Background: an optimization exercise with open tools, aiming at a short achievable clock period. Do not read the settings as production practice.
At most, simulation tests tie the RTL to the original design; equivalence was not proved.
No functional check of the RTL was part of runs 1 to 3.
Power and IR drop assume default switching activity.

`design/flow/design.v`:
```
module sport_frame_decoder (
    input  wire        clk,
    input  wire        rst,         
    input  wire        in_valid,
    input  wire [7:0]  in_data,
    output wire        frame_valid,
    output wire [71:0] frame_data,
    output wire        evt_valid,
    output wire [3:0]  evt_kind,
    output wire [31:0] evt_value
);
    localparam [7:0] START     = 8'h7E;
    localparam [7:0] ESC       = 8'h7D;
    localparam [7:0] ESC_XOR   = 8'h20;
    localparam [7:0] DEVICE_ID = 8'h1B;
    localparam [7:0] FRAME_TYPE= 8'h10;
    reg       s_idle, s_pay, s_esc;
    reg [3:0] cur;
    reg       p8, e8;
    reg [63:0] fb;
    reg       acc_q;
    reg [3:0] kind_q;
    wire step   = in_valid && !rst;
    wire is_esc = (in_data == ESC);
    wire wr     = step && (s_esc || (s_pay && !is_esc));
    wire [7:0] wdata = s_esc ? (in_data ^ ESC_XOR) : in_data;
    wire [3:0] cur_next = cur + 4'd1;
    always @(posedge clk) begin
        if (rst) begin
            s_idle <= 1'b1;
            s_pay  <= 1'b0;
            s_esc  <= 1'b0;
            cur    <= 4'd0;
            p8     <= 1'b0;
            e8     <= 1'b0;
        end else if (in_valid) begin
            if (s_idle) begin
                if (in_data == START) begin
                    s_idle <= 1'b0;
                    s_pay  <= 1'b1;
                    cur    <= 4'd0;
                end
            end else if (s_pay) begin
                if (is_esc) begin
                    s_pay <= 1'b0;
                    s_esc <= 1'b1;
                    e8    <= p8;
                    p8    <= 1'b0;
                end else begin
                    cur    <= cur_next;
                    s_idle <= p8;
                    s_pay  <= !p8;
                    p8     <= (cur == 4'd7);
                    e8     <= 1'b0;
                end
            end else if (s_esc) begin
                cur    <= cur_next;
                s_idle <= e8;
                s_esc  <= 1'b0;
                s_pay  <= !e8;
                p8     <= (cur == 4'd7);
                e8     <= 1'b0;
            end
        end
    end
    integer k;
    always @(posedge clk) begin
        for (k = 0; k < 8; k = k + 1)
            if (wr && cur == k)
                fb[8*k +: 8] <= wdata;
    end
    wire [7:0]  device_id    = fb[7:0];
    wire [7:0]  frame_type   = fb[15:8];
    wire [15:0] data_type_id = fb[31:16];
    reg       known;
    reg [3:0] kind;
    always @(*) begin
        known = 1'b1;
        kind  = 4'd0;
        case (data_type_id)
            16'h0600: kind = 4'd0;    
            16'h0800: kind = 4'd1;    
            16'h0210: kind = 4'd2;    
            16'h0910: kind = 4'd3;    
            16'h0200: kind = 4'd4;    
            16'h0840: kind = 4'd5;    
            16'hF101: kind = 4'd6;    
            16'h0400: kind = 4'd7;    
            16'h0410: kind = 4'd8;    
            16'h0100: kind = 4'd9;    
            16'h0820: kind = 4'd10;   
            16'h0420: kind = 4'd11;   
            16'h0830: kind = 4'd12;   
            16'h0430: kind = 4'd13;   
            16'h0440: kind = 4'd14;   
            16'h0110: kind = 4'd15;   
            default:  known = 1'b0;
        endcase
    end
    always @(posedge clk) begin
        acc_q  <= (device_id == DEVICE_ID) && (frame_type == FRAME_TYPE) && known;
        kind_q <= kind;
    end
    localparam integer NA = 102;      
    localparam integer G  = 8;        
    localparam integer ND = (NA + G - 1) / G;
    wire        ep8 = e8 | p8;
    wire [3:0]  kv  = acc_q ? kind_q : 4'd0;
    wire [31:0] vv  = acc_q ? fb[63:32] : 32'd0;
    wire [NA-1:0] src = {vv, kv, acc_q, fb, 1'b1};
    wire [NA-1:0] zn  = ~(ep8 ? src : {NA{1'b0}});
    wire [NA-1:0] a_out;
    wire [ND-1:0] mn, vrn;
    genvar g, j;
    generate
        for (g = 0; g < ND; g = g + 1) begin : dec
            sfd_dec u_dec (
                .v(in_valid), .r(rst), .d(in_data), .e8(e8),
                .mn(mn[g]), .vrn(vrn[g])
            );
        end
        for (j = 0; j < NA; j = j + 1) begin : bitg
            g_nor3 u_bit (.a(mn[j / G]), .b(vrn[j / G]), .c(zn[j]), .y(a_out[j]));
        end
    endgenerate
    wire       lmn, lvrn;
    wire [7:0] dn;
    sfd_decl u_ldec (
        .v(in_valid), .r(rst), .d(in_data), .e8(e8), .en(ep8),
        .mn(lmn), .vrn(lvrn)
    );
    generate
        for (j = 0; j < 8; j = j + 1) begin : lastg
            if (j == 5) begin : fl
                g_xnor2 u_x (.a(in_data[j]), .b(e8), .y(dn[j]));
            end else begin : pl
                g_inv u_i (.a(in_data[j]), .y(dn[j]));
            end
            g_nor3 u_bit (.a(lmn), .b(lvrn), .c(dn[j]), .y(frame_data[64 + j]));
        end
    endgenerate
    assign frame_valid       = a_out[0];
    assign frame_data[63:0]  = a_out[64:1];
    assign evt_valid         = a_out[65];
    assign evt_kind          = a_out[69:66];
    assign evt_value         = a_out[101:70];
endmodule
module sfd_dec (
    input  wire       v,
    input  wire       r,
    input  wire [7:0] d,
    input  wire       e8,
    output wire       mn,
    output wire       vrn
);
    wire nlo, nhi;
    g_nand4b u_lo  (.an(d[1]), .b(d[0]), .c(d[2]), .d(d[3]), .y(nlo));
    g_nand4b u_hi  (.an(d[7]), .b(d[4]), .c(d[5]), .d(d[6]), .y(nhi));
    g_nor3   u_m   (.a(nlo), .b(nhi), .c(e8), .y(mn));
    g_vrn    u_vr  (.v(v), .r(r), .y(vrn));
endmodule
module sfd_decl (
    input  wire       v,
    input  wire       r,
    input  wire [7:0] d,
    input  wire       e8,
    input  wire       en,
    output wire       mn,
    output wire       vrn
);
    wire nlo, nhi;
    g_nand4b u_lo  (.an(d[1]), .b(d[0]), .c(d[2]), .d(d[3]), .y(nlo));
    g_nand4b u_hi  (.an(d[7]), .b(d[4]), .c(d[5]), .d(d[6]), .y(nhi));
    g_nor3   u_m   (.a(nlo), .b(nhi), .c(e8), .y(mn));
    g_vrne   u_vr  (.v(v), .r(r), .en(en), .y(vrn));
endmodule
module g_vrn (
    input  wire v,
    input  wire r,
    output wire y
);
    assign y = ~(v & ~r);
endmodule
module g_vrne (
    input  wire v,
    input  wire r,
    input  wire en,
    output wire y
);
    assign y = ~(v & ~r & en);
endmodule
module g_nand4b (
    input  wire an,
    input  wire b,
    input  wire c,
    input  wire d,
    output wire y
);
    assign y = ~(~an & b & c & d);
endmodule
module g_nor3 (
    input  wire a,
    input  wire b,
    input  wire c,
    output wire y
);
    assign y = ~(a | b | c);
endmodule
module g_inv (
    input  wire a,
    output wire y
);
    assign y = ~a;
endmodule
module g_xnor2 (
    input  wire a,
    input  wire b,
    output wire y
);
    assign y = ~(a ^ b);
endmodule
```
`design/flow/standard.sh`:
```
#!/bin/bash
# synth_recipe.tcl (not shown) runs the flow's synth.tcl, then flattens the netlist and writes it again
# the make line also repeats each setting of config.mk as NAME=value (left out here)
make -C /OpenROAD-flow-scripts/flow DESIGN_CONFIG=/design/flow/config.mk WORK_HOME=/design/flow/orfs CLKGATE_MAP_FILE= SYNTH_SCRIPT=/design/flow/synth_recipe.tcl "${@:-finish}"
```
`design/flow/flow/run.sh`:
```
#!/bin/bash
# Standard layout, with the pin placement constraints in flow/io.tcl.
set -uo pipefail
bash standard.sh IO_CONSTRAINTS="$PWD/flow/io.tcl" finish > standard.log 2>&1
```
`design/flow/config.mk`:
```
export PLATFORM = sky130hd
export DESIGN_NAME = sport_frame_decoder
export DESIGN_NICKNAME = sport_frame_decoder
export VERILOG_FILES = /design/flow/design.v
export SDC_FILE = /design/flow/constraint.sdc
export NUM_CORES = 4
export LEC_CHECK = 0
export CAP_MARGIN = 20
export CORE_AREA = 2 2 142 82
export DIE_AREA = 0 0 144 84
export SETUP_SLACK_MARGIN = 3.2
export SLEW_MARGIN = 20
export SYNTH_HIERARCHICAL = 1
```
`design/flow/flow/io.tcl`:
```
# Pin placement: every input and output on the bottom edge, the inputs in
# the middle, so that the same-cycle paths from the inputs to the outputs
# stay short. The clock enters from the top.
set_io_pin_constraint -region bottom:* -pin_names [list {frame_valid} {frame_data[0]} {frame_data[1]} {frame_data[2]} {frame_data[3]} {frame_data[4]} {frame_data[5]} {frame_data[6]} {frame_data[7]} {frame_data[8]} {frame_data[9]} {frame_data[10]} {frame_data[11]} {frame_data[12]} {frame_data[13]} {frame_data[14]} {frame_data[15]} {frame_data[16]} {frame_data[17]} {frame_data[18]} {frame_data[19]} {frame_data[20]} {frame_data[21]} {frame_data[22]} {frame_data[23]} {frame_data[24]} {frame_data[25]} {frame_data[26]} {frame_data[27]} {frame_data[28]} {frame_data[29]} {frame_data[30]} {frame_data[31]} {frame_data[32]} {frame_data[33]} {frame_data[34]} {frame_data[35]} {frame_data[36]} {frame_data[37]} {frame_data[38]} {frame_data[39]} {frame_data[40]} {frame_data[41]} {frame_data[42]} {frame_data[43]} {frame_data[44]} {frame_data[45]} {frame_data[46]} {frame_data[47]} {frame_data[48]} {frame_data[49]} {rst} {in_valid} {in_data[0]} {in_data[1]} {in_data[2]} {in_data[3]} {in_data[4]} {in_data[5]} {in_data[6]} {in_data[7]} {frame_data[64]} {frame_data[65]} {frame_data[66]} {frame_data[67]} {frame_data[68]} {frame_data[69]} {frame_data[70]} {frame_data[71]} {frame_data[50]} {frame_data[51]} {frame_data[52]} {frame_data[53]} {frame_data[54]} {frame_data[55]} {frame_data[56]} {frame_data[57]} {frame_data[58]} {frame_data[59]} {frame_data[60]} {frame_data[61]} {frame_data[62]} {frame_data[63]} {evt_valid} {evt_kind[0]} {evt_kind[1]} {evt_kind[2]} {evt_kind[3]} {evt_value[0]} {evt_value[1]} {evt_value[2]} {evt_value[3]} {evt_value[4]} {evt_value[5]} {evt_value[6]} {evt_value[7]} {evt_value[8]} {evt_value[9]} {evt_value[10]} {evt_value[11]} {evt_value[12]} {evt_value[13]} {evt_value[14]} {evt_value[15]} {evt_value[16]} {evt_value[17]} {evt_value[18]} {evt_value[19]} {evt_value[20]} {evt_value[21]} {evt_value[22]} {evt_value[23]} {evt_value[24]} {evt_value[25]} {evt_value[26]} {evt_value[27]} {evt_value[28]} {evt_value[29]} {evt_value[30]} {evt_value[31]}]
set_io_pin_constraint -group -order -pin_names [list {frame_valid} {frame_data[0]} {frame_data[1]} {frame_data[2]} {frame_data[3]} {frame_data[4]} {frame_data[5]} {frame_data[6]} {frame_data[7]} {frame_data[8]} {frame_data[9]} {frame_data[10]} {frame_data[11]} {frame_data[12]} {frame_data[13]} {frame_data[14]} {frame_data[15]} {frame_data[16]} {frame_data[17]} {frame_data[18]} {frame_data[19]} {frame_data[20]} {frame_data[21]} {frame_data[22]} {frame_data[23]} {frame_data[24]} {frame_data[25]} {frame_data[26]} {frame_data[27]} {frame_data[28]} {frame_data[29]} {frame_data[30]} {frame_data[31]} {frame_data[32]} {frame_data[33]} {frame_data[34]} {frame_data[35]} {frame_data[36]} {frame_data[37]} {frame_data[38]} {frame_data[39]} {frame_data[40]} {frame_data[41]} {frame_data[42]} {frame_data[43]} {frame_data[44]} {frame_data[45]} {frame_data[46]} {frame_data[47]} {frame_data[48]} {frame_data[49]} {rst} {in_valid} {in_data[0]} {in_data[1]} {in_data[2]} {in_data[3]} {in_data[4]} {in_data[5]} {in_data[6]} {in_data[7]} {frame_data[64]} {frame_data[65]} {frame_data[66]} {frame_data[67]} {frame_data[68]} {frame_data[69]} {frame_data[70]} {frame_data[71]} {frame_data[50]} {frame_data[51]} {frame_data[52]} {frame_data[53]} {frame_data[54]} {frame_data[55]} {frame_data[56]} {frame_data[57]} {frame_data[58]} {frame_data[59]} {frame_data[60]} {frame_data[61]} {frame_data[62]} {frame_data[63]} {evt_valid} {evt_kind[0]} {evt_kind[1]} {evt_kind[2]} {evt_kind[3]} {evt_value[0]} {evt_value[1]} {evt_value[2]} {evt_value[3]} {evt_value[4]} {evt_value[5]} {evt_value[6]} {evt_value[7]} {evt_value[8]} {evt_value[9]} {evt_value[10]} {evt_value[11]} {evt_value[12]} {evt_value[13]} {evt_value[14]} {evt_value[15]} {evt_value[16]} {evt_value[17]} {evt_value[18]} {evt_value[19]} {evt_value[20]} {evt_value[21]} {evt_value[22]} {evt_value[23]} {evt_value[24]} {evt_value[25]} {evt_value[26]} {evt_value[27]} {evt_value[28]} {evt_value[29]} {evt_value[30]} {evt_value[31]}]
set_io_pin_constraint -region top:* -pin_names {clk}
```
`design/flow/constraint.sdc`:
```
create_clock -name core_clock -period 6.0 [get_ports {clk}]
set_input_delay 1.2000 -clock core_clock [delete_from_list [all_inputs] [get_ports {clk}]]
set_output_delay 1.2000 -clock core_clock [all_outputs]
set_load 0.01 [all_outputs]
```
==> results.txt, run 1 <==
run status timing/DRC/antenna clean; Period minus WS final 3.405 ns; Post-synth EDFFs 64; Final Cycle Share 56.75%; Max stage delay on crit path 0.24 ns; Synth warnings 7; CP max FO 8; Relative slew margins 29.25%; skew final 0.009311 ns; sequential area share after synthesis 42.84%; final slew viol count 0; pin count of the biggest net entering global routing 51; detailed-route via count 5145; Syn Std Cell Area 5140 µm²; share of the synthesized area in the top cell type 37.39%; switching pwr 0.3124 mW; I/O Buffers 120; asr flop ratio synth 0%; Total Wirelength 21.88 mm; synth top area cells edfxtp_1 (37%), nor3_2 (24%), nand2_1 (5.7%), dfxtp_1 (5.5%), nand4b_1 (4.9%); Detail Placement HPWL 13.92 mm; Distinct cells, synth 53; diode count 0; fmax 0.2937 GHz; Reg power frac 43.2%; Chip Width 144 µm; via-per-instance ratio 6.383; Max Cap Violations 0; count leader, synth nor3_2; die height 84 µm; CP Launch Type input port; CTS tree yes; CTS buffer count 9; GRT Overall Usage 35.92%; clk buf depth 2; setup TNS 0 ns; CTS root buffer clkbuf_16; Hold/Removal Path Class register to register; synthesized instance count 499; hold slack 0.5125 ns; Worst Path Class, Setup input port to output pin; Core Area 10990 µm²; Iter 0 DRT Violations 582; first-pass GRT wire length 31.31 mm; LEAKAGE 2.704 nW; fin nets 661; Sinks on Clock Net 78; number of global-route vias before repair 4802; Top FF cell, synth edfxtp_1; peak supply drop 177.9 µV; area delta synth->final 54.63%; layout cell share with drive strength beyond 1 50.54%; Synth top cells by count nor3_2 (124), nand2_1 (78), edfxtp_1 (64); FF+latch count, synth 78; P_int 1.046 mW; Yosys top cell by area edfxtp_1; die area 12100 µm²; CP max-delay cell nand4b_1; I/O Pins 121; CP arrival 2.20 ns; worst slew pin tran 1.058 ns; initial antenna violation count 0; Final Setup Violations 0; Mapped Nets 514; # H-tree levels 3; CP Data Required Time 4.80 ns; total grt overflow 0; GP Congestion 0.9967; DRT antenna net count 0; DR pass1 iterations 5; Initial Util 46.75%; Post-route DRC 0; WL/cell 27.15 µm; Worst-Skew Late Latency 0.35 ns; PwrDens 171.0 nW/µm²; crit path capture type output pin; Avg Cell Area, Syn 10.30 µm²; Final Hold Fails 0; part of the power in the clock network 47.1%; crit-path cells buf_16 > nand4b_1 > nor3_4 > buf_12 > nor3_2 > buf_4; std cell rows 29; Reg clk slew, reported paths 0.07 ns; sw frac 22.99%; Gate power share 9.7%; RSZ-0062 raised after global routing true
==> flip-flops by register name, summed over array words and instances, names as in the netlist <==
| register | flops |
|---|---|
| acc_q | 1 |
| cur | 4 |
| e8 | 1 |
| fb | 64 |
| kind_q | 4 |
| p8 | 1 |
| s_esc | 1 |
| s_idle | 1 |
| s_pay | 1 |
==> per-module statistics from Yosys, one instance, submodules excluded, excerpt <==
module | cells inside | flip-flops and latches
g_nor3 | 1 | 0
g_inv | 1 | 0
sport_frame_decoder | 325 | 78
g_vrne | 1 | 0
g_xnor2 | 1 | 0
g_nand4b | 1 | 0
g_vrn | 1 | 0
==> cell usage in the layout (no fill, tap or decap), types with 3 or more instances in the layout <==
cell | netlist | layout
nand3_1 | 34 | 34
nor3_2 | 124 | 34
o21ai_0 | 4 | 4
nand2b_1 | 19 | 6
buf_4 | 0 | 16
nand2b_4 | 0 | 13
nor3_1 | 3 | 3
nand4_1 | 9 | 9
edfxtp_1 | 64 | 64
and2_2 | 0 | 6
buf_6 | 1 | 39
inv_1 | 17 | 17
dfxtp_1 | 14 | 12
a21oi_1 | 4 | 4
nor4b_1 | 4 | 3
xor2_1 | 5 | 5
clkbuf_16 | 0 | 12
or3_1 | 4 | 4
bufinv_16 | 0 | 3
ha_1 | 4 | 4
nor2_1 | 15 | 15
buf_2 | 1 | 69
nand2_1 | 78 | 78
buf_12 | 0 | 17
nand4b_1 | 29 | 29
buf_16 | 0 | 12
nor3_4 | 0 | 90
==> layout make-up <==
class                           instances  area [µm²]
Clock buffer                            9       225.2
Clock inverter                          7       122.6
Fill cell                             793        3047
Inverter                               17       63.81
Multi-Input combinational cell        384        3485
Sequential cell                        78        2207
Tap cell                              155       193.9
Timing Repair Buffer                  156        1650
==> stage by stage <==
step	power, mW	setup WS (ns)	cells	util, %	cell area [µm²]
global placement	0.6710	0.9340	761	59.99	6595
CTS	1.340	2.642	803	68.18	7496
floorplan	0.6316	2.867	499	-	5231
detailed placement	0.6725	0.8695	761	59.99	6595
finish	1.359	2.595	806	72.29	7948
global route	1.387	2.572	806	72.29	7948
==> power by group through the flow <==
stage	Clock [mW]	Combinational [mW]	Sequential [mW]
6_report	0.640	0.131	0.587
5_1_grt	0.665	0.135	0.587
2_1_floorplan	0	0.0338	0.598
3_3_place_gp	0	0.0714	0.600
4_1_cts	0.639	0.113	0.587
3_5_place_dp	0	0.0730	0.600
==> metal layers <==
| metal | up-vias | GRT usage, % | share of wire (%) |
|---|---|---|---|
| met3 | 73 | 7.803 | 9.7 |
| met1 | 2564 | 51.00 | 40 |
| li1 | 2174 | - | - |
| met5 | - | 0 | 0 |
| met2 | 334 | 52.38 | 45 |
| met4 | 0 | 16.76 | 5.9 |
==> cell families after synthesis <==
| group | share of synthesized area, % |
|---|---|
| adders and majority gates | 0.9737 |
| AOI/OAI and AO/OA | 3.749 |
| xor gates and xnor gates | 1.193 |
| DFF | 42.84 |
| and+or+nand+nor | 48.37 |
| buffers and inverters | 2.872 |
==> repair_timing <==
item                                    4_1_cts  5_1_grt
gates cloned                                  6        3
hold buffers                                  0        0
buffers inserted                             20        0
endpoints found under the setup margin      191      142
pin swaps                                   116       20
resized for setup                           654       73
==> critical path: cells and delay by family <==
| kind | cells | cell delay, ns |
|---|---|---|
| and+or+nand+nor | 3 | 0.52 |
| buffers and inverters | 3 | 0.46 |
==> path summary, 6_finish.rpt <==
kind | start | endpoint | slack [ns] | cells past startpoint
setup / recovery | in_data[1] | frame_data[29] | 2.60 | 6
setup reg to reg | fb[18] | acc_q | 3.99 | 5
hold reg to reg | p8 | p8 | 0.51 | 2
hold / removal | p8 | p8 | 0.51 | 2
==> inputs of run 2 (changes only) <==
--- a/design/flow/design.v
+++ b/design/flow/design.v
@@ -65,11 +65,9 @@
     end
-    integer k;
     always @(posedge clk) begin
-        for (k = 0; k < 8; k = k + 1)
-            if (wr && cur == k)
-                fb[8*k +: 8] <= wdata;
-    end
-    wire [7:0]  device_id    = fb[7:0];
-    wire [7:0]  frame_type   = fb[15:8];
-    wire [15:0] data_type_id = fb[31:16];
+        if (wr)
+            fb <= {wdata, fb[63:8]};
+    end
+    wire [7:0]  device_id    = fb[15:8];
+    wire [7:0]  frame_type   = fb[23:16];
+    wire [15:0] data_type_id = fb[39:24];
     reg       known;
@@ -100,4 +98,6 @@
     always @(posedge clk) begin
-        acc_q  <= (device_id == DEVICE_ID) && (frame_type == FRAME_TYPE) && known;
-        kind_q <= kind;
+        if (wr && cur == 4'd7) begin
+            acc_q  <= (device_id == DEVICE_ID) && (frame_type == FRAME_TYPE) && known;
+            kind_q <= kind;
+        end
     end
@@ -112,3 +112,3 @@
     wire [NA-1:0] a_out;
-    wire [ND-1:0] mn, vrn;
+    wire [ND-1:0] dp, dc, dvrn;
     genvar g, j;
@@ -118,3 +118,3 @@
                 .v(in_valid), .r(rst), .d(in_data), .e8(e8),
-                .mn(mn[g]), .vrn(vrn[g])
+                .p(dp[g]), .c(dc[g]), .vrn(dvrn[g])
             );
@@ -122,6 +122,9 @@
         for (j = 0; j < NA; j = j + 1) begin : bitg
-            g_nor3 u_bit (.a(mn[j / G]), .b(vrn[j / G]), .c(zn[j]), .y(a_out[j]));
+            g_a211oi u_bit (
+                .a1(dp[j / G]), .a2(dc[j / G]), .b1(dvrn[j / G]), .c1(zn[j]),
+                .y(a_out[j])
+            );
         end
     endgenerate
-    wire       lmn, lvrn;
+    wire       lp, lc, lvrn;
     wire [7:0] dn;
@@ -129,3 +132,3 @@
         .v(in_valid), .r(rst), .d(in_data), .e8(e8), .en(ep8),
-        .mn(lmn), .vrn(lvrn)
+        .p(lp), .c(lc), .vrn(lvrn)
     );
@@ -138,3 +141,5 @@
             end
-            g_nor3 u_bit (.a(lmn), .b(lvrn), .c(dn[j]), .y(frame_data[64 + j]));
+            g_a211oi u_bit (
+                .a1(lp), .a2(lc), .b1(lvrn), .c1(dn[j]), .y(frame_data[64 + j])
+            );
         end
@@ -152,9 +157,11 @@
     input  wire       e8,
-    output wire       mn,
+    output wire       p,
+    output wire       c,
     output wire       vrn
 );
-    wire nlo, nhi;
-    g_nand4b u_lo  (.an(d[1]), .b(d[0]), .c(d[2]), .d(d[3]), .y(nlo));
-    g_nand4b u_hi  (.an(d[7]), .b(d[4]), .c(d[5]), .d(d[6]), .y(nhi));
-    g_nor3   u_m   (.a(nlo), .b(nhi), .c(e8), .y(mn));
+    wire a, b;
+    g_nand4  u_a   (.a(d[0]), .b(d[2]), .c(d[3]), .d(d[4]), .y(a));
+    g_nand2  u_b   (.a(d[5]), .b(d[6]), .y(b));
+    g_nor2   u_p   (.a(a), .b(b), .y(p));
+    g_nor3   u_c   (.a(d[1]), .b(d[7]), .c(e8), .y(c));
     g_vrn    u_vr  (.v(v), .r(r), .y(vrn));
@@ -167,9 +174,11 @@
     input  wire       en,
-    output wire       mn,
+    output wire       p,
+    output wire       c,
     output wire       vrn
 );
-    wire nlo, nhi;
-    g_nand4b u_lo  (.an(d[1]), .b(d[0]), .c(d[2]), .d(d[3]), .y(nlo));
-    g_nand4b u_hi  (.an(d[7]), .b(d[4]), .c(d[5]), .d(d[6]), .y(nhi));
-    g_nor3   u_m   (.a(nlo), .b(nhi), .c(e8), .y(mn));
+    wire a, b;
+    g_nand4  u_a   (.a(d[0]), .b(d[2]), .c(d[3]), .d(d[4]), .y(a));
+    g_nand2  u_b   (.a(d[5]), .b(d[6]), .y(b));
+    g_nor2   u_p   (.a(a), .b(b), .y(p));
+    g_nor3   u_c   (.a(d[1]), .b(d[7]), .c(e8), .y(c));
     g_vrne   u_vr  (.v(v), .r(r), .en(en), .y(vrn));
@@ -191,4 +200,4 @@
 endmodule
-module g_nand4b (
-    input  wire an,
+module g_nand4 (
+    input  wire a,
     input  wire b,
@@ -198,3 +207,17 @@
 );
-    assign y = ~(~an & b & c & d);
+    assign y = ~(a & b & c & d);
+endmodule
+module g_nand2 (
+    input  wire a,
+    input  wire b,
+    output wire y
+);
+    assign y = ~(a & b);
+endmodule
+module g_nor2 (
+    input  wire a,
+    input  wire b,
+    output wire y
+);
+    assign y = ~(a | b);
 endmodule
@@ -208,2 +231,11 @@
 endmodule
+module g_a211oi (
+    input  wire a1,
+    input  wire a2,
+    input  wire b1,
+    input  wire c1,
+    output wire y
+);
+    assign y = ~((a1 & a2) | b1 | c1);
+endmodule
 module g_inv (
==> results.txt, run 2 <==
Reg2Reg Depth 5 (unchanged); synthesized instance count 491 (was 499); CTS tree yes (unchanged); LEAKAGE 3.270 nW (was 2.704 nW); skew final 0.01087 ns (was 0.009311 ns); initial antenna violation count 0 (unchanged); Critical Path Stages 10 (was 6); GP Congestion 0.9779 (was 0.9967); via-per-instance ratio 6.530 (was 6.383); Synth warnings 7 (unchanged); r2r startpoint fb[25] (was fb[18]); number of global-route vias before repair 5687 (was 4802); most frequent CP cell buf_6; Top FF cell, synth edfxtp_1 (unchanged); Detail Placement HPWL 13.61 mm (was 13.92 mm); Total Wirelength 25.48 mm (was 21.88 mm); detailed-route via count 6060 (was 5145); run status timing/DRC/antenna clean (unchanged); Chip Width 144 µm (unchanged); setup TNS 0 ns (unchanged); Reg clk slew, reported paths 0.06 ns (was 0.07 ns); CTS buffer count 9 (unchanged); PwrDens 156.5 nW/µm² (was 171.0 nW/µm²); FF-to-FF setup slack 3.70 ns (was 3.99 ns); Biggest register fb (unchanged); first-pass GRT wire length 35.31 mm (was 31.31 mm); CP Launch Point in_data[7] (was in_data[1]); Sinks on Clock Net 78 (unchanged); DRT antenna net count 0 (unchanged); worst slew pin tran 0.7082 ns (was 1.058 ns); clk buf depth 2 (unchanged); Post-synth EDFFs 69 (was 64); RSZ-0062 raised after global routing true (unchanged); fin nets 780 (was 661); crit path capture type output pin (unchanged); DR pass1 iterations 5 (unchanged); final slew viol count 0 (unchanged); commonest cells after routing, fill and taps aside nand2_1 (95), a211oi_2 (95), buf_2 (94) (was nor3_4 (90), nand2_1 (78), buf_2 (69)); Hold Path Stages 2 (unchanged); Max stage delay on crit path 0.19 ns (was 0.24 ns); Yosys top cell by area edfxtp_1 (unchanged); max FFs per register 64 (unchanged); hold path startpoint cur[3] (was p8); fmax 0.2732 GHz (was 0.2937 GHz); WP buf/inv 8 (was 3); Iter 0 DRT Violations 671 (was 582); hold slack 0.4947 ns (was 0.5125 ns); FF+latch count, synth 78 (unchanged); Final Setup Violations 0 (unchanged); Final Cycle Share 61.00% (was 56.75%); layout cell share with drive strength beyond 1 60.93% (was 50.54%); Filler cells 608 (was 793); Distinct cells, synth 48 (was 53); CP max-delay cell nor3_4 (was nand4b_1); CP arrival 2.46 ns (was 2.20 ns); Final Hold Fails 0 (unchanged); Hold/Removal Path Class register to register (unchanged); Syn Std Cell Area 5230 µm² (was 5140 µm²); Relative slew margins 52.40% (was 29.25%); share of the synthesized area in the top cell type 39.62% (was 37.39%); Mapped Nets 503 (was 514); count leader, synth a211oi_2 (was nor3_2); area delta synth->final 72.34% (was 54.63%); I/O Pins 121 (unchanged); diode count 0 (unchanged); CP Data Required Time 4.80 ns (about the same); pin count of the biggest net entering global routing 90 (was 51); Post-route DRC 0 (unchanged); leading registers by flop count fb (64), cur (4), kind_q (4) (unchanged); asr flop ratio synth 0% (unchanged); die height 84 µm (unchanged); CP max FO 8 (unchanged); power consumption 1.411 mW (was 1.359 mW); GRT Overall Usage 39.63% (was 35.92%); WL/cell 27.46 µm (was 27.15 µm); synth top area cells edfxtp_1 (40%), a211oi_2 (26%), nand2_1 (7.0%), dfxtp_1 (3.4%), nand3_1 (2.9%) (was edfxtp_1 (37%), nor3_2 (24%), nand2_1 (5.7%), dfxtp_1 (5.5%), nand4b_1 (4.9%)); CP Launch Type input port (unchanged); Period minus WS final 3.660 ns (was 3.405 ns); Worst-Skew Late Latency 0.34 ns (was 0.35 ns); hold buffer count at CTS 0 (unchanged); peak supply drop 148.6 µV (was 177.9 µV); # H-tree levels 3 (unchanged); Core Area 10990 µm² (unchanged); Synth top cells by count a211oi_2 (110), nand2_1 (97), edfxtp_1 (69) (was nor3_2 (124), nand2_1 (78), edfxtp_1 (64)); Max Cap Violations 0 (unchanged); die area 12100 µm² (unchanged); CTS root buffer clkbuf_16 (unchanged); Avg Cell Area, Syn 10.65 µm² (was 10.30 µm²); Worst Path Class, Setup input port to output pin (unchanged); I/O Buffers 120 (unchanged); crit-path cells buf_8 > buf_6 > buf_12 > buf_6 > buf_6 > nor3_4 > buf_12 > buf_6 > a211oi_2 > buf_4 (was buf_16 > nand4b_1 > nor3_4 > buf_12 > nor3_2 > buf_4); total grt overflow 0 (unchanged); Largest delay share family, worst path buffers and inverters (was simple AND/OR/NAND/NOR gates); Initial Util 47.57% (was 46.75%); std cell rows 29 (unchanged); sequential area share after synthesis 43.06% (was 42.84%)
-- run 2: changes by cell type after synthesis, moves of 7 or more --
| cell | delta |
|---|---|
| nand4_1 | +7 |
| nor3_2 | -110 |
| nand4b_1 | -27 |
| nor2_1 | +19 |
| nand2_1 | +19 |
| a211oi_2 | +110 |
| and2_1 | -7 |
-- run 2: layer usage --
metal | share of wire, % | wire [µm] | global-route usage, %
met5 | 0 | 0 | 0
met4 | 6.3 | 1608 | 20.86
met3 | 12 | 3046 | 9.925
met2 | 46 | 11740 | 60.52
met1 | 36 | 9088 | 52.03
-- run 2: layout make-up --
| type | count | area (µm²) | share of cell area (%) |
|---|---|---|---|
| multi-input combinational | 384 | 3358 | 37.26 |
| timing repair buffer | 283 | 2845 | 31.57 |
| sequential | 78 | 2256 | 25.03 |
| clock buffer | 9 | 225.2 | 2.499 |
| tap | 155 | 193.9 | 2.152 |
| clock inverter | 7 | 90.09 | 0.9994 |
| inverter | 12 | 45.04 | 0.4997 |
-- run 2: Yosys stat by module, one instance, submodules excluded, a selection --
module               copies in the design  cell area [µm²]  cells
g_a211oi                              110            12.51      1
g_inv                                   7            3.754      1
g_nor3                                 14            10.01      1
g_vrn                                  13            6.256      1
g_nand2                                14            3.754      1
g_nor2                                 14            3.754      1
g_vrne                                  1            7.507      1
g_nand4                                14            6.256      1
g_xnor2                                 1            8.758      1
sport_frame_decoder                     1             3397    303
-- run 2: final timing paths --
check                 endpoint
setup / recovery  evt_value[0]
hold / removal          cur[3]
setup reg to reg         acc_q
hold reg to reg         cur[3]
-- run 2: kinds of logic after synthesis --
kind of cell	count (synthesis)	share of synthesized area [%]
and+or+nand+nor	240	23.71
AOI/OAI and AO/OA	138	30.02
DFF	78	43.06
buffers and inverters	29	2.081
xor gates and xnor gates	3	0.5025
muxes	2	0.3828
adders and majority gates	1	0.2392
-- run 2: worst register-to-register path, cell delays in order, from the launching register on --
cell	delay, ns
edfxtp_1	0.46
nor4_2	0.67
nand4b_1	0.28
nor3_1	0.43
a21oi_1	0.10
a31oi_1	0.20
-- run 2: repair_timing --
action	4_1_cts	5_1_grt
hold endpoints to repair	0	0
gates resized for setup	610	59
gates cloned	8	1
endpoints found under the setup margin	188	144
buffers inserted	120	30
pin swaps	83	49
-- run 2: report_power, final --
part | total (mW) | switching, mW | internal, mW
sequential | 0.583 | 0.000478 | 0.582
combinational | 0.246 | 0.116 | 0.130
clock | 0.583 | 0.250 | 0.332
total | 1.41 | 0.367 | 1.04
-- run 2: metrics by stage --
step / util (%) / cells / cell area (µm²) / worst slack [ns]
2_1_floorplan: - / 491 / 5555 / 2.072
3_3_place_gp: 62.83 / 753 / 6908 / 1.184
3_5_place_dp: 62.83 / 753 / 6908 / 1.031
4_1_cts: 77.68 / 897 / 8541 / 2.360
5_1_grt: 81.98 / 928 / 9014 / 2.327
6_report: 81.98 / 928 / 9014 / 2.340
==> inputs of run 3 (changes only) <==
--- a/design/flow/design.v
+++ b/design/flow/design.v
@@ -112,3 +112,3 @@
     wire [NA-1:0] a_out;
-    wire [ND-1:0] dp, dc, dvrn;
+    wire [2*ND-1:0] cn;
     genvar g, j;
@@ -118,3 +118,3 @@
                 .v(in_valid), .r(rst), .d(in_data), .e8(e8),
-                .p(dp[g]), .c(dc[g]), .vrn(dvrn[g])
+                .cn0(cn[2*g]), .cn1(cn[2*g+1])
             );
@@ -122,9 +122,6 @@
         for (j = 0; j < NA; j = j + 1) begin : bitg
-            g_a211oi u_bit (
-                .a1(dp[j / G]), .a2(dc[j / G]), .b1(dvrn[j / G]), .c1(zn[j]),
-                .y(a_out[j])
-            );
+            g_nor2 u_bit (.a(cn[(2 * j) / G]), .b(zn[j]), .y(a_out[j]));
         end
     endgenerate
-    wire       lp, lc, lvrn;
+    wire       ln;
     wire [7:0] dn;
@@ -132,3 +129,3 @@
         .v(in_valid), .r(rst), .d(in_data), .e8(e8), .en(ep8),
-        .p(lp), .c(lc), .vrn(lvrn)
+        .cn(ln)
     );
@@ -141,5 +138,3 @@
             end
-            g_a211oi u_bit (
-                .a1(lp), .a2(lc), .b1(lvrn), .c1(dn[j]), .y(frame_data[64 + j])
-            );
+            g_nor2 u_bit (.a(ln), .b(dn[j]), .y(frame_data[64 + j]));
         end
@@ -157,12 +152,15 @@
     input  wire       e8,
-    output wire       p,
-    output wire       c,
-    output wire       vrn
-);
-    wire a, b;
+    output wire       cn0,
+    output wire       cn1
+);
+    wire a, b, c, ia, ib, m, vr;
     g_nand4  u_a   (.a(d[0]), .b(d[2]), .c(d[3]), .d(d[4]), .y(a));
     g_nand2  u_b   (.a(d[5]), .b(d[6]), .y(b));
-    g_nor2   u_p   (.a(a), .b(b), .y(p));
     g_nor3   u_c   (.a(d[1]), .b(d[7]), .c(e8), .y(c));
-    g_vrn    u_vr  (.v(v), .r(r), .y(vrn));
+    g_inv    u_ia  (.a(a), .y(ia));
+    g_inv    u_ib  (.a(b), .y(ib));
+    g_nand3  u_m   (.a(ia), .b(ib), .c(c), .y(m));
+    g_vr2    u_vr  (.v(v), .r(r), .y(vr));
+    g_nand2  u_cn0 (.a(vr), .b(m), .y(cn0));
+    g_nand2  u_cn1 (.a(vr), .b(m), .y(cn1));
 endmodule
@@ -174,14 +172,15 @@
     input  wire       en,
-    output wire       p,
-    output wire       c,
-    output wire       vrn
-);
-    wire a, b;
+    output wire       cn
+);
+    wire a, b, c, ia, ib, m, vr;
     g_nand4  u_a   (.a(d[0]), .b(d[2]), .c(d[3]), .d(d[4]), .y(a));
     g_nand2  u_b   (.a(d[5]), .b(d[6]), .y(b));
-    g_nor2   u_p   (.a(a), .b(b), .y(p));
     g_nor3   u_c   (.a(d[1]), .b(d[7]), .c(e8), .y(c));
-    g_vrne   u_vr  (.v(v), .r(r), .en(en), .y(vrn));
-endmodule
-module g_vrn (
+    g_inv    u_ia  (.a(a), .y(ia));
+    g_inv    u_ib  (.a(b), .y(ib));
+    g_nand3  u_m   (.a(ia), .b(ib), .c(c), .y(m));
+    g_vr     u_vr  (.v(v), .r(r), .en(en), .y(vr));
+    g_nand2  u_cn  (.a(vr), .b(m), .y(cn));
+endmodule
+module g_vr2 (
     input  wire v,
@@ -190,5 +189,5 @@
 );
-    assign y = ~(v & ~r);
-endmodule
-module g_vrne (
+    assign y = v & ~r;
+endmodule
+module g_vr (
     input  wire v,
@@ -198,3 +197,3 @@
 );
-    assign y = ~(v & ~r & en);
+    assign y = v & ~r & en;
 endmodule
@@ -209,2 +208,18 @@
 endmodule
+module g_nor3 (
+    input  wire a,
+    input  wire b,
+    input  wire c,
+    output wire y
+);
+    assign y = ~(a | b | c);
+endmodule
+module g_nand3 (
+    input  wire a,
+    input  wire b,
+    input  wire c,
+    output wire y
+);
+    assign y = ~(a & b & c);
+endmodule
 module g_nand2 (
@@ -223,19 +238,2 @@
 endmodule
-module g_nor3 (
-    input  wire a,
-    input  wire b,
-    input  wire c,
-    output wire y
-);
-    assign y = ~(a | b | c);
-endmodule
-module g_a211oi (
-    input  wire a1,
-    input  wire a2,
-    input  wire b1,
-    input  wire c1,
-    output wire y
-);
-    assign y = ~((a1 & a2) | b1 | c1);
-endmodule
 module g_inv (
==> results.txt, run 3 <==
PwrDens 164.5 nW/µm² (was 156.5 nW/µm²); CP arrival 2.11 ns (was 2.46 ns); Period minus WS final 3.312 ns (was 3.660 ns); Synth top cells by count nor2_1 (130), nand2_1 (124), edfxtp_1 (69) (was a211oi_2 (110), nand2_1 (97), edfxtp_1 (69)); CP Launch Type input port (unchanged); DR pass1 iterations 7 (was 5); # H-tree levels 3 (unchanged); area delta synth->final 73.75% (was 72.34%); I/O Buffers 120 (unchanged); fin nets 719 (was 780); Yosys top cell by area edfxtp_1 (unchanged); Final Hold Fails 0 (unchanged); CTS buffer count 9 (unchanged); DRT antenna net count 0 (unchanged); Core Area 10990 µm² (unchanged); Worst-Skew Late Latency 0.34 ns (about the same); synthesized instance count 546 (was 491); first-pass GRT wire length 30.45 mm (was 35.31 mm); Worst Path Class, Setup input port to output pin (unchanged); Max Cap Violations 0 (unchanged); Distinct cells, synth 49 (was 48); Chip Width 144 µm (unchanged); Iter 0 DRT Violations 491 (was 671); CTS root buffer clkbuf_16 (unchanged); Final Cell Area 7974 µm² (was 9014 µm²); Post-route DRC 0 (unchanged); CTS tree yes (unchanged); Detail Placement HPWL 12.90 mm (was 13.61 mm); Final Cycle Share 55.19% (was 61.00%); FF-to-FF setup slack 3.76 ns (was 3.70 ns); Syn Std Cell Area 4589 µm² (was 5230 µm²); synth top area cells edfxtp_1 (45%), nor2_1 (11%), nand2_1 (10%), nand3_1 (4.8%), dfxtp_1 (3.9%) (was edfxtp_1 (40%), a211oi_2 (26%), nand2_1 (7.0%), dfxtp_1 (3.4%), nand3_1 (2.9%)); die area 12100 µm² (unchanged); final slew viol count 0 (unchanged); count leader, synth nor2_1 (was a211oi_2); Mapped Nets 558 (was 503); worst slew pin tran 0.6133 ns (was 0.7082 ns); run status timing/DRC/antenna clean (unchanged); asr flop ratio synth 0% (unchanged); peak supply drop 182.8 µV (was 148.6 µV); WL/cell 24.48 µm (was 27.46 µm); diode count 0 (unchanged); Filler cells 781 (was 608); Total Wirelength 21.22 mm (was 25.48 mm); Post-synth EDFFs 69 (unchanged); commonest non-fill, non-tap cell in the layout nand2_1; fmax 0.3020 GHz (was 0.2732 GHz); I/O Pins 121 (unchanged); FF+latch count, synth 78 (unchanged); commonest cells after routing, fill and taps aside nand2_1 (96), buf_6 (77), edfxtp_1 (69) (was nand2_1 (95), a211oi_2 (95), buf_2 (94)); leading registers by flop count fb (64), cur (4), kind_q (4) (unchanged); Sinks on Clock Net 78 (unchanged); CP Data Required Time 4.80 ns (about the same); RSZ-0062 raised after global routing true (unchanged); total placed instance area 6355 µm² (was 6908 µm²); Initial Util 41.74% (was 47.57%); detailed-route via count 5052 (was 6060); pin count of the biggest net entering global routing 65 (was 90); sequential area share after synthesis 49.07% (was 43.06%); CP Launch Point in_data[4] (was in_data[7]); initial antenna violation count 0 (unchanged); share of the synthesized area in the top cell type 45.15% (was 39.62%); Synth warnings 7 (unchanged); CP max FO 8 (unchanged); total grt overflow 0 (unchanged); Avg Cell Area, Syn 8.405 µm² (was 10.65 µm²); Reg clk slew, reported paths 0.06 ns (about the same); GRT Overall Usage 34.72% (was 39.63%); crit path capture type output pin (unchanged); Top FF cell, synth edfxtp_1 (unchanged); setup TNS 0 ns (unchanged); clk buf depth 2 (unchanged); Critical Path Sink frame_data[17] (was evt_value[0]); layout cell share with drive strength beyond 1 53.93% (was 60.93%); std cell rows 29 (unchanged); r2r endpoint acc_q (unchanged); via-per-instance ratio 5.827 (was 6.530); max FFs per register 64 (unchanged); Hold/Removal Path Class register to register (unchanged); die height 84 µm (unchanged); Final Setup Violations 0 (unchanged); hold slack 0.4947 ns (about the same); LEAKAGE 2.871 nW (was 3.270 nW); Biggest register fb (unchanged); skew final 0.01209 ns (was 0.01087 ns); Relative slew margins 58.78% (was 52.40%); r2r startpoint fb[25] (unchanged); Reg2Reg Depth 5 (unchanged); number of global-route vias before repair 4933 (was 5687); GP Congestion 0.9047 (was 0.9779)
## run 3: metal layers
| metal | wire length [µm] | vias up | GRT usage, % | share of wire (%) |
|---|---|---|---|---|
| met2 | 10220 | 311 | 55.67 | 48 |
| met3 | 1642 | 100 | 5.852 | 7.7 |
| met1 | 8018 | 2457 | 45.94 | 38 |
| met5 | 0 | - | 0 | 0 |
| li1 | - | 2184 | - | - |
| met4 | 1340 | 0 | 16.22 | 6.3 |
## run 3: cells by family after synthesis
family | count (synthesis) | share of synthesized area (%)
xor+xnor | 3 | 0.5726
buf+inv | 57 | 4.662
fa+ha+maj | 1 | 0.2726
compound gates | 28 | 4.226
mux | 2 | 0.4362
simple gates | 377 | 40.76
flops | 78 | 49.07
## run 3: cell type report
cell class	count	area, µm²	area share, %
Clock buffer	12	279.0	3.499
Clock inverter	4	32.53	0.4080
Inverter	40	150.1	1.883
Multi-Input combinational cell	412	3196	40.08
Sequential cell	78	2256	28.29
Tap cell	155	193.9	2.432
Timing Repair Buffer	166	1867	23.41
## run 3: through the flow
step | util (%) | setup WS (ns) | power (mW) | instances
2_1_floorplan | - | 2.072 | 0.6400 | 546
3_3_place_gp | 57.80 | 1.351 | 0.6749 | 806
3_5_place_dp | 57.80 | 1.307 | 0.6754 | 806
4_1_cts | 68.12 | 2.729 | 1.289 | 863
5_1_grt | 72.53 | 2.674 | 1.344 | 867
6_report | 72.53 | 2.688 | 1.311 | 867
## run 3: timing repair
action | in CTS | in global routing
pin swaps | 62 | 56
setup buffers | 32 | 2
hold buffers | 0 | 0
gates resized for setup | 651 | 107
cloned | 9 | 2
endpoints found under the setup margin | 188 | 111
## run 3: worst max-delay path, cell delays in order
cell and delay, ns:
buf_12 0.11, buf_6 0.11, nand4_1 0.13, inv_2 0.10
nand3_4 0.14, nand2_8 0.13, nor2_2 0.04, buf_2 0.14
## run 3: how the worst min path moves through the flow
stage,depth (start not counted),slack (ns),startpoint,endpoint
after floorplan,0,0.42,fb[32],fb[24]
after global placement,2,0.48,cur[3],cur[3]
after detailed placement,0,0.48,fb[21],fb[13]
after CTS,0,0.50,fb[21],fb[13]
after global routing,0,0.50,fb[21],fb[13]
final,0,0.49,fb[21],fb[13]
## run 3: modules after synthesis, one instance, submodules excluded, a selection
module	flip-flops and latches	area, µm²
g_nand2	0	3.754
sport_frame_decoder	78	3397
g_nand4	0	6.256
g_nor3	0	10.01
g_vr	0	8.758
g_nand3	0	5.005
g_inv	0	3.754
## run 3: power breakdown
part	switching, mW	internal (mW)	leakage (nW)
clock	0.228	0.334	0.154
sequential	0.000435	0.582	0.683
combinational	0.0886	0.0776	2.03
total	0.317	0.994	2.87
==> inputs of run 4 (changes only) <==
--- a/design/flow/design.v
+++ b/design/flow/design.v
@@ -107,2 +107,3 @@
     wire        ep8 = e8 | p8;
+    wire        e8n = ~e8;
     wire [3:0]  kv  = acc_q ? kind_q : 4'd0;
@@ -112,3 +113,3 @@
     wire [NA-1:0] a_out;
-    wire [2*ND-1:0] cn;
+    wire [ND-1:0] cn;
     genvar g, j;
@@ -117,4 +118,3 @@
             sfd_dec u_dec (
-                .v(in_valid), .r(rst), .d(in_data), .e8(e8),
-                .cn0(cn[2*g]), .cn1(cn[2*g+1])
+                .v(in_valid), .r(rst), .d(in_data), .e8n(e8n), .cn(cn[g])
             );
@@ -122,3 +122,3 @@
         for (j = 0; j < NA; j = j + 1) begin : bitg
-            g_nor2 u_bit (.a(cn[(2 * j) / G]), .b(zn[j]), .y(a_out[j]));
+            g_nor2 u_bit (.a(cn[j / G]), .b(zn[j]), .y(a_out[j]));
         end
@@ -128,4 +128,3 @@
     sfd_decl u_ldec (
-        .v(in_valid), .r(rst), .d(in_data), .e8(e8), .en(ep8),
-        .cn(ln)
+        .v(in_valid), .r(rst), .d(in_data), .e8n(e8n), .en(ep8), .cn(ln)
     );
@@ -151,16 +150,13 @@
     input  wire [7:0] d,
-    input  wire       e8,
-    output wire       cn0,
-    output wire       cn1
-);
-    wire a, b, c, ia, ib, m, vr;
-    g_nand4  u_a   (.a(d[0]), .b(d[2]), .c(d[3]), .d(d[4]), .y(a));
-    g_nand2  u_b   (.a(d[5]), .b(d[6]), .y(b));
-    g_nor3   u_c   (.a(d[1]), .b(d[7]), .c(e8), .y(c));
-    g_inv    u_ia  (.a(a), .y(ia));
-    g_inv    u_ib  (.a(b), .y(ib));
-    g_nand3  u_m   (.a(ia), .b(ib), .c(c), .y(m));
+    input  wire       e8n,
+    output wire       cn
+);
+    wire nlo, nhi, eqlo, eqhi, m, vr;
+    g_nand4b u_lo  (.an(d[1]), .b(d[0]), .c(d[2]), .d(d[3]), .y(nlo));
+    g_nand4b u_hi  (.an(d[7]), .b(d[4]), .c(d[5]), .d(d[6]), .y(nhi));
+    g_inv    u_ilo (.a(nlo), .y(eqlo));
+    g_inv    u_ihi (.a(nhi), .y(eqhi));
+    g_nand3  u_m   (.a(eqlo), .b(eqhi), .c(e8n), .y(m));
     g_vr2    u_vr  (.v(v), .r(r), .y(vr));
-    g_nand2  u_cn0 (.a(vr), .b(m), .y(cn0));
-    g_nand2  u_cn1 (.a(vr), .b(m), .y(cn1));
+    g_nand2  u_cn  (.a(vr), .b(m), .y(cn));
 endmodule
@@ -170,3 +166,3 @@
     input  wire [7:0] d,
-    input  wire       e8,
+    input  wire       e8n,
     input  wire       en,
@@ -174,9 +170,8 @@
 );
-    wire a, b, c, ia, ib, m, vr;
-    g_nand4  u_a   (.a(d[0]), .b(d[2]), .c(d[3]), .d(d[4]), .y(a));
-    g_nand2  u_b   (.a(d[5]), .b(d[6]), .y(b));
-    g_nor3   u_c   (.a(d[1]), .b(d[7]), .c(e8), .y(c));
-    g_inv    u_ia  (.a(a), .y(ia));
-    g_inv    u_ib  (.a(b), .y(ib));
-    g_nand3  u_m   (.a(ia), .b(ib), .c(c), .y(m));
+    wire nlo, nhi, eqlo, eqhi, m, vr;
+    g_nand4b u_lo  (.an(d[1]), .b(d[0]), .c(d[2]), .d(d[3]), .y(nlo));
+    g_nand4b u_hi  (.an(d[7]), .b(d[4]), .c(d[5]), .d(d[6]), .y(nhi));
+    g_inv    u_ilo (.a(nlo), .y(eqlo));
+    g_inv    u_ihi (.a(nhi), .y(eqhi));
+    g_nand3  u_m   (.a(eqlo), .b(eqhi), .c(e8n), .y(m));
     g_vr     u_vr  (.v(v), .r(r), .en(en), .y(vr));
@@ -199,4 +194,4 @@
 endmodule
-module g_nand4 (
-    input  wire a,
+module g_nand4b (
+    input  wire an,
     input  wire b,
@@ -206,5 +201,5 @@
 );
-    assign y = ~(a & b & c & d);
-endmodule
-module g_nor3 (
+    assign y = ~(~an & b & c & d);
+endmodule
+module g_nand3 (
     input  wire a,
@@ -214,10 +209,2 @@
 );
-    assign y = ~(a | b | c);
-endmodule
-module g_nand3 (
-    input  wire a,
-    input  wire b,
-    input  wire c,
-    output wire y
-);
     assign y = ~(a & b & c);
==> design/flow/flow/run.sh (replaced) <==
#!/bin/bash
# Standard layout, with the pin placement constraints in flow/io.tcl and,
# after global placement, flow/place_crit.tcl (cells on the input-to-output
# paths pulled next to their pins).
set -uo pipefail
bash standard.sh IO_CONSTRAINTS="$PWD/flow/io.tcl" POST_GLOBAL_PLACE_TCL="$PWD/flow/place_crit.tcl" finish > standard.log 2>&1
==> design/flow/flow/place_crit.tcl (new file) <==
# Run after global placement (POST_GLOBAL_PLACE_TCL). Pulls the cells on the
# same-cycle paths from the inputs to the outputs next to the pins: each
# output buffer and the gate that drives it under its output pin, and every
# other cell on those paths under the middle of the output pins it reaches.
# Detailed placement then legalises the result.
proc crit_place {} {
  set block [ord::get_db_block]
  set core [$block getCoreArea]
  set cy0 [$core yMin]
  set cx0 [$core xMin]
  set cx1 [$core xMax]
  set rowh 2720

  # forward reach from the input ports through combinational cells
  set fwd [dict create]
  set front {}
  foreach bt [$block getBTerms] {
    if {[$bt getIoType] ne "INPUT"} continue
    if {[$bt getName] eq "clk"} continue
    set net [$bt getNet]
    if {$net eq "NULL"} continue
    foreach it [$net getITerms] {
      if {[$it isInputSignal]} { lappend front [$it getInst] }
    }
  }
  while {[llength $front]} {
    set next {}
    foreach inst $front {
      set n [$inst getName]
      if {[dict exists $fwd $n]} continue
      if {[[$inst getMaster] isSequential]} continue
      dict set fwd $n $inst
      foreach it [$inst getITerms] {
        if {![$it isOutputSignal]} continue
        set net [$it getNet]
        if {$net eq "NULL"} continue
        foreach it2 [$net getITerms] {
          if {[$it2 isInputSignal]} { lappend next [$it2 getInst] }
        }
      }
    }
    set front $next
  }

  # backward from each output port: collect pin x per cell, and the level
  set xs [dict create]
  set lvl [dict create]
  foreach bt [$block getBTerms] {
    if {[$bt getIoType] ne "OUTPUT"} continue
    set bb [[lindex [$bt getBPins] 0] getBBox]
    set px [expr {([$bb xMin] + [$bb xMax]) / 2}]
    set net [$bt getNet]
    set front {}
    foreach it [$net getITerms] { if {[$it isOutputSignal]} { lappend front [list [$it getInst] 0] } }
    set seen [dict create]
    while {[llength $front]} {
      set next {}
      foreach e $front {
        lassign $e inst l
        set n [$inst getName]
        if {![dict exists $fwd $n]} continue
        if {[dict exists $seen $n]} continue
        dict set seen $n 1
        dict lappend xs $n $px
        if {![dict exists $lvl $n] || [dict get $lvl $n] < $l} { dict set lvl $n $l }
        foreach it [$inst getITerms] {
          if {![$it isInputSignal]} continue
          set net2 [$it getNet]
          if {$net2 eq "NULL"} continue
          foreach it2 [$net2 getITerms] {
            if {[$it2 isOutputSignal]} { lappend next [list [$it2 getInst] [expr {$l + 1}]] }
          }
        }
      }
      set front $next
    }
  }

  set moved 0
  dict for {n pxs} $xs {
    set inst [dict get $fwd $n]
    set sum 0
    foreach p $pxs { set sum [expr {$sum + $p}] }
    set x [expr {$sum / [llength $pxs]}]
    set l [dict get $lvl $n]
    # rows: output buffers 1, the gates driving them 3, the decoders 5 and up
    set rows {1 3 5 6 7}
    if {$l > 4} { set l 4 }
    set l [lindex $rows $l]
    set w [[$inst getMaster] getWidth]
    set x [expr {$x - $w / 2}]
    if {$x < $cx0} { set x $cx0 }
    if {$x + $w > $cx1} { set x [expr {$cx1 - $w}] }
    set y [expr {$cy0 + $l * $rowh}]
    $inst setLocation [expr {int($x)}] [expr {int($y)}]
    incr moved
  }
  # input buffers: at their pins
  foreach bt [$block getBTerms] {
    if {[$bt getIoType] ne "INPUT" || [$bt getName] eq "clk"} continue
    set bb [[lindex [$bt getBPins] 0] getBBox]
    set px [expr {([$bb xMin] + [$bb xMax]) / 2}]
    foreach it [[$bt getNet] getITerms] {
      set inst [$it getInst]
      if {[[$inst getMaster] getName] ne "" && [string match "input*" [$inst getName]]} {
        $inst setLocation [expr {int($px - [[$inst getMaster] getWidth] / 2)}] [expr {$cy0 + $rowh}]
        incr moved
      }
    }
  }
  puts "crit_place: moved $moved cells"
}
crit_place
==> results.txt, run 4 <==
detailed-route via count 5913 (was 5052); final slew viol count 0 (unchanged); DRT antenna net count 0 (unchanged); commonest non-fill, non-tap cell in the layout buf_6 (was nand2_1); synth top area cells edfxtp_1 (45%), nor2_1 (10%), nand2_1 (8.1%), nand4b_1 (5.5%), nand3_1 (4.8%) (was edfxtp_1 (45%), nor2_1 (11%), nand2_1 (10%), nand3_1 (4.8%), dfxtp_1 (3.9%)); die height 84 µm (unchanged); Detail Placement HPWL 14.45 mm (was 12.90 mm); clk buf depth 2 (unchanged); Reg clk slew, reported paths 0.07 ns (was 0.06 ns); Distinct cells, synth 58 (was 49); Mapped Nets 540 (was 558); share of the synthesized area in the top cell type 44.72% (was 45.15%); PwrDens 153.8 nW/µm² (was 164.5 nW/µm²); M1 WL 8.498 mm (was 8.018 mm); Final Hold Fails 0 (unchanged); Sinks on Clock Net 78 (unchanged); FF+latch count, synth 78 (unchanged); I/O Buffers 120 (unchanged); Filler cells 542 (was 781); via-per-instance ratio 6.519 (was 5.827); total grt overflow 0 (unchanged); Iter 0 DRT Violations 900 (was 491); worst slew pin tran 0.6023 ns (was 0.6133 ns); Biggest register fb (unchanged); Synth warnings 7 (unchanged); DR pass1 iterations 10 (was 7); Initial Util 42.14% (was 41.74%); Max Cap Violations 0 (unchanged); Avg Cell Area, Syn 8.775 µm² (was 8.405 µm²); DR top layer met4 (unchanged); hold buffer count at CTS 0 (unchanged); fmax 0.2658 GHz (was 0.3020 GHz); WL/cell 30.52 µm (was 24.48 µm); Post-route DRC 0 (unchanged); area delta synth->final 88.23% (was 73.75%); GRT Overall Usage 44.22% (was 34.72%); CP Data Required Time 4.80 ns (about the same); Reg2Reg Depth 5 (unchanged); sequential area share after synthesis 48.61% (was 49.07%); CTS root buffer clkbuf_16 (unchanged); commonest cells after routing, fill and taps aside buf_6 (145), nor2_4 (91), nand2_1 (86) (was nand2_1 (96), buf_6 (77), edfxtp_1 (69)); peak supply drop 167.1 µV (was 182.8 µV); number of global-route vias before repair 5629 (was 4933); skew final 0.01089 ns (was 0.01209 ns); power consumption 1.341 mW (was 1.311 mW); Period minus WS final 3.762 ns (was 3.312 ns); Chip Width 144 µm (unchanged); Post-synth EDFFs 69 (unchanged); # H-tree levels 3 (unchanged); total placed instance area 6731 µm² (was 6355 µm²); layout cell share with drive strength beyond 1 56.67% (was 53.93%); Syn Std Cell Area 4633 µm² (was 4589 µm²); metal2 WL 11.80 mm (was 10.22 mm); CP arrival 2.56 ns (was 2.11 ns); synthesized instance count 528 (was 546); Worst-Skew Late Latency 0.35 ns (was 0.34 ns); max FFs per register 64 (unchanged); Synth top cells by count nor2_1 (124), nand2_1 (100), edfxtp_1 (69) (was nor2_1 (130), nand2_1 (124), edfxtp_1 (69)); Core Area 10990 µm² (unchanged); CP Launch Type input port (unchanged); fin nets 757 (was 719); pin count of the biggest net entering global routing 90 (was 65); Hold Path Stages 0 (unchanged); crit path capture type output pin (unchanged); initial antenna violation count 3 (was 0); leading registers by flop count fb (64), cur (4), kind_q (4) (unchanged); RSZ-0062 raised after global routing true (unchanged); Total Wirelength 27.68 mm (was 21.22 mm); Relative slew margins 59.74% (was 58.78%); CP max FO 18 (was 8); run status timing/DRC/antenna clean (unchanged); die area 12100 µm² (unchanged); Final Cell Area 8721 µm² (was 7974 µm²); count leader, synth nor2_1 (unchanged); asr flop ratio synth 0% (unchanged); Final Setup Violations 0 (unchanged); I/O Pins 121 (unchanged); Top FF cell, synth edfxtp_1 (unchanged); first-pass GRT wire length 37.47 mm (was 30.45 mm); CTS buffer count 9 (unchanged); Yosys top cell by area edfxtp_1 (unchanged); met3 wire length 4.207 mm (was 1.642 mm); Worst Path Class, Setup input port to output pin (unchanged); std cell rows 29 (unchanged); LEAKAGE 3.127 nW (was 2.871 nW); Final Cycle Share 62.70% (was 55.19%); CTS tree yes (unchanged); Hold/Removal Path Class register to register (unchanged); setup TNS 0 ns (unchanged)
[run 4: kinds of logic (layout without fill, tap and decap cells)]
kind of cell | after synthesis | in the layout | synth area share [%]
multiplexers | 1 | 1 | 0.2160
adder cells (fa/ha/maj) | 1 | 1 | 0.2700
AND/OR/NAND/NOR | 353 | 353 | 39.35
AO/OA/AOI/OAI | 26 | 26 | 4.267
flip-flops | 78 | 78 | 48.61
buffers and inverters | 62 | 284 | 5.968
XOR/XNOR | 7 | 7 | 1.323
other | 0 | 2 | 0
[run 4: Yosys stat by module (local to each module, per instance), excerpt]
| module | area (µm²) | copies in the design | cells inside | flip-flops and latches |
|---|---|---|---|---|
| g_inv | 3.754 | 35 | 1 | 0 |
| g_nand4b | 8.758 | 28 | 1 | 0 |
| g_vr2 | 13.76 | 13 | 1 | 0 |
| g_nor2 | 3.754 | 110 | 1 | 0 |
| g_nand3 | 5.005 | 14 | 1 | 0 |
| g_xnor2 | 8.758 | 1 | 1 | 0 |
| sport_frame_decoder | 3525 | 1 | 312 | 78 |
| g_vr | 8.758 | 1 | 1 | 0 |
| g_nand2 | 3.754 | 14 | 1 | 0 |
[run 4: worst max-delay path, cell delays in order]
cell and delay (ns):
buf_6 0.19, nor2b_4 0.40, nand2_8 0.14, buf_6 0.16, nor2_4 0.25, buf_6 0.21
[run 4: through the flow]
stage               hold slack [ns]  worst slack [ns]  utilization [%]  cells
floorplan                    0.4277             2.351                -    528
global placement             0.4730             1.407            61.23    786
detailed placement           0.4701             1.283            61.23    786
CTS                          0.4905             2.658            75.04    877
global route                 0.5152             2.145            79.28    905
finish                       0.4933             2.238            79.32    907
[run 4: final timing paths]
path | startpoint | end | slack (ns)
worst min register to register | fb[62] | fb[54] | 0.49
worst min-delay path | fb[62] | fb[54] | 0.49
worst max-delay path | in_valid | frame_data[46] | 2.24
worst max register to register | fb[36] | acc_q | 4.08
[run 4: final cells by class]
type | count | area [µm²] | share of cell area, %
repair buffers | 225 | 2576 | 29.54
flip-flops and latches | 78 | 2253 | 25.84
clock buffers | 9 | 225.2 | 2.582
inverters | 43 | 165.2 | 1.894
diodes | 2 | 5.005 | 0.05739
multi-input cells | 388 | 3238 | 37.13
well taps | 155 | 193.9 | 2.224
clock inverters | 7 | 63.81 | 0.7317
[run 4: metal layers]
layer | track usage, % | vias up
li1 | - | 2248
met1 | 48.04 | 2747
met2 | 62.47 | 643
met3 | 23.41 | 275
met4 | 37.34 | 0
met5 | 6.579 | -
[run 4: what timing repair did]
action | in CTS | in global routing
gates resized for setup | 692 | 67
endpoints found under the setup margin | 188 | 174
buffers inserted | 71 | 25
gates cloned | 4 | 3
hold endpoints to repair | 0 | 0
pin swaps | 26 | 16
[run 4: power breakdown]
group	internal [mW]	total, mW	leakage (nW)	switching [mW]
registers	0.583	0.583	0.682	0.000486
logic	0.105	0.211	2.30	0.106
clock network	0.290	0.547	0.143	0.257
total	0.978	1.34	3.13	0.364

==> static timing again, ports no longer ideal <==
How much do the figures lean on ideal ports? The routed layouts below were timed once more, with nothing changed but the port constraints. Step 1 assumes that a clkbuf_16 drives the clock port and a buf_2 every other input. Step 2, shift: input delay + t, output delay - t, t = (earliest + latest rising clock arrival at the registers) / 2. This alone moves slack from input paths to output paths. a / b / c = no drivers / after step 1 / after step 2; a / b = the first two.
run	t, ns	setup slack, ns	hold WS [ns]	clock arrival spread, ns
run 1	0.384	2.595 / 2.381 / 2.381	0.512 / 0.512 / 0.512	0.010 / 0.010
run 2	0.369	2.340 / 2.269 / 2.269	0.495 / 0.495 / 0.495	0.013 / 0.013
run 3	0.371	2.688 / 2.532 / 2.532	0.495 / 0.495 / 0.495	0.013 / 0.012
run 4	0.384	2.238 / 2.122 / 2.122	0.493 / 0.493 / 0.493	0.011 / 0.011
After both steps every run listed still meets setup and hold. The setup slack of run 1, which loses most, moves by -0.214 ns with the drivers and by -0.214 ns with both steps.
